This is an optimization exercise on Yosys and OpenROAD, whose aim is small area, not a production implementation.
Only simulation tests tie the RTL to the original design; equivalence was not proved.
Power is estimated from default activity; no workload was simulated.

==> flow/design.v <==
module n64_core (
    input  wire        clk,
    input  wire        rst,            
    input  wire        step,           
    input  wire        set_stall,      
    input  wire [31:0] entry_vector,   
    input  wire [31:0] fetch_data,     
    input  wire [4:0]  obs_sel,        
    output wire        fetch_en,       
    output wire [31:0] fetch_addr,     
    output wire [31:0] pc_out,
    output wire        booted_out,
    output wire        stall_out,
    output wire        trace,          
    output wire [31:0] obs_gpr         
);
    localparam ADDIU_OPCODE = 6'd9;
    localparam [8:0] TRACE_LAST = 9'h021;
    reg [31:0] gpr [1:31];
    reg [31:0] pc;
    reg        booted;
    reg        stall;
    reg        trace_q;
    reg [8:0]  trace_cnt;
    reg        s0_add, s1_add;
    reg [4:0]  s0_rs,  s1_rs;
    reg [4:0]  s0_rd,  s1_rd;
    reg [10:0] s0_imm, s1_imm;
    reg [4:0]  s2_rd,  s3_rd,  s4_rd;
    reg [31:0] s2_val, s3_val, s4_val;
    assign fetch_en   = step & booted & ~rst;
    assign fetch_addr = pc - 32'd4;
    wire stall_now = stall | set_stall;
    wire advance   = step & ~stall_now;
    wire        nw_add = booted & (fetch_data[31:26] == ADDIU_OPCODE);
    wire [4:0]  nw_rd  = booted ? fetch_data[15:11] : 5'd0;
    wire [4:0]  nw_rs  = nw_add ? fetch_data[25:21] : 5'd0;
    wire [10:0] nw_imm = nw_add ? fetch_data[10:0]  : 11'd0;
    wire [32*32-1:0] gpr_flat;
    assign gpr_flat[31:0] = 32'd0;
    genvar g;
    generate
        for (g = 1; g < 32; g = g + 1) begin : g_flat
            assign gpr_flat[32*g +: 32] = gpr[g];
        end
    endgenerate
    function [31:0] rd_gpr(input [4:0] a, input [32*32-1:0] f);
        integer k;
        begin
            rd_gpr = 32'd0;
            for (k = 1; k < 32; k = k + 1)
                rd_gpr = rd_gpr | (f[32*k +: 32] & {32{a == k}});
        end
    endfunction
    wire [31:0] ex_result = rd_gpr(s1_rs, gpr_flat) + {16'd0, s1_rd & {5{s1_add}}, s1_imm};
    wire        wb_go   = rst | advance;
    wire [31:0] wb_data = rst ? 32'd0 : s4_val;
    wire [31:0] pc_base = booted ? pc : entry_vector;
    integer i;
    always @(posedge clk) begin
        for (i = 1; i < 32; i = i + 1)
            if (wb_go && (rst || s4_rd == i))
                gpr[i] <= wb_data;
    end
    always @(posedge clk) begin
        if (rst) begin
            s0_rd <= 5'd0;
            s1_rd <= 5'd0;
            s2_rd <= 5'd0;
            s3_rd <= 5'd0;
            s4_rd <= 5'd0;
        end else if (advance) begin
            s0_add <= nw_add;  s0_rs <= nw_rs;  s0_rd <= nw_rd;  s0_imm <= nw_imm;
            s1_add <= s0_add;  s1_rs <= s0_rs;  s1_rd <= s0_rd;  s1_imm <= s0_imm;
            s2_rd  <= s1_rd;   s2_val <= ex_result;
            s3_rd  <= s2_rd;   s3_val <= s2_val;
            s4_rd  <= s3_rd;   s4_val <= s3_val;
        end
    end
    always @(posedge clk) begin
        if (rst) begin
            pc        <= 32'd0;
            booted    <= 1'b0;
            stall     <= 1'b0;
            trace_q   <= 1'b0;
            trace_cnt <= 9'd0;
        end else if (step) begin
            booted    <= 1'b1;
            trace_cnt <= (trace_cnt == TRACE_LAST) ? 9'd0
                       : {trace_cnt[7:0], ~(trace_cnt[8] ^ trace_cnt[4])};
            trace_q   <= (trace_cnt == TRACE_LAST);
            stall     <= 1'b0;
            pc        <= stall_now ? pc_base : pc_base + 32'd4;
        end else begin
            trace_q <= 1'b0;
            if (set_stall)
                stall <= 1'b1;
        end
    end
    assign pc_out     = pc;
    assign booted_out = booted;
    assign stall_out  = stall;
    assign trace      = trace_q;
    assign obs_gpr    = rd_gpr(obs_sel, gpr_flat);
endmodule
Settings: LEC_CHECK=0, CAP_MARGIN=20, CORE_MARGIN=2, CORE_UTILIZATION=40, CTS_BUF_LIST=sky130_fd_sc_hd__clkbuf_8, CTS_CLUSTER_DIAMETER=60, CTS_CLUSTER_SIZE=16, PLACE_DENSITY=0.8, SLEW_MARGIN=20; clock period 6.0 ns.
standard.sh (not shown) runs the stock make flow with config.mk's settings and CLKGATE_MAP_FILE= SYNTH_SCRIPT=/design/flow/synth_recipe.tcl, a recipe that flattens the netlist after the stock synthesis.
==> flow/flow/run.sh <==
#!/bin/bash
set -o pipefail
export BUFFER_PORTS_ARGS="-buffer_cell sky130_fd_sc_hd__buf_1"
export CTS_ARGS="-sink_clustering_enable -repair_clock_nets -dont_use_dummy_load -buf_list sky130_fd_sc_hd__clkbuf_8 -sink_clustering_size 16 -sink_clustering_max_diameter 60"
bash standard.sh > standard.log 2>&1
The baseline completed, yet does not pass: setup timing.
==> next run, changes <==
--- a/flow/design.v
+++ b/flow/design.v
@@ -28,6 +28,7 @@
     reg [10:0] s0_imm, s1_imm;
     reg [4:0]  s2_rd,  s3_rd,  s4_rd;
     reg [31:0] s2_val, s3_val, s4_val;
+    reg        s2_cy;                  
     assign fetch_en   = step & booted & ~rst;
     assign fetch_addr = pc - 32'd4;
     wire stall_now = stall | set_stall;
@@ -52,7 +53,8 @@
                 rd_gpr = rd_gpr | (f[32*k +: 32] & {32{a == k}});
         end
     endfunction
-    wire [31:0] ex_result = rd_gpr(s1_rs, gpr_flat) + {16'd0, s1_rd & {5{s1_add}}, s1_imm};
+    wire [31:0] ex_rs_val = rd_gpr(s1_rs, gpr_flat);
+    wire [16:0] ex_lo     = {1'b0, ex_rs_val[15:0]} + {1'b0, s1_rd & {5{s1_add}}, s1_imm};
     wire        wb_go   = rst | advance;
     wire [31:0] wb_data = rst ? 32'd0 : s4_val;
     wire [31:0] pc_base = booted ? pc : entry_vector;
@@ -72,8 +74,8 @@
         end else if (advance) begin
             s0_add <= nw_add;  s0_rs <= nw_rs;  s0_rd <= nw_rd;  s0_imm <= nw_imm;
             s1_add <= s0_add;  s1_rs <= s0_rs;  s1_rd <= s0_rd;  s1_imm <= s0_imm;
-            s2_rd  <= s1_rd;   s2_val <= ex_result;
-            s3_rd  <= s2_rd;   s3_val <= s2_val;
+            s2_rd  <= s1_rd;   s2_val <= {ex_rs_val[31:16], ex_lo[15:0]};  s2_cy <= ex_lo[16];
+            s3_rd  <= s2_rd;   s3_val <= {s2_val[31:16] + {15'd0, s2_cy}, s2_val[15:0]};
             s4_rd  <= s3_rd;   s4_val <= s3_val;
         end
     end
Result: Now the flow produced a clean layout; fmax increases by 12%; power hardly moves; first-iteration DRC count grows by 6.3%; worst setup slack gets better by 0.64 ns; die area falls by 0.79%; design area falls by 0.94%.

-- afterwards: timing with drivers on the ports --
The results above use ideal ports. As a check the final layouts listed here were re-extracted and re-timed, cells and wires unchanged.
Step 1, drivers: a clkbuf_16 drives clk and a buf_2 each remaining input, both assumed.
Step 2 times the ports against the registers' clock, not the clock port: input delays grow and output delays shrink by t, the midpoint of the rising clock arrivals with the driver on.
Slacks: ideal / step 1 / step 2; pairs: ideal / step 1.
run	shift t [ns]	setup WS [ns]	hold WS [ns]
the first run	0.849	-0.107 / -0.107 / -0.107	0.348 / 0.348 / 0.348
the second run	0.839	0.530 / 0.462 / 0.462	0.377 / 0.377 / 0.377
The setup slack of the second run, which loses most, moves by -0.068 ns with the drivers and by -0.068 ns with both steps.
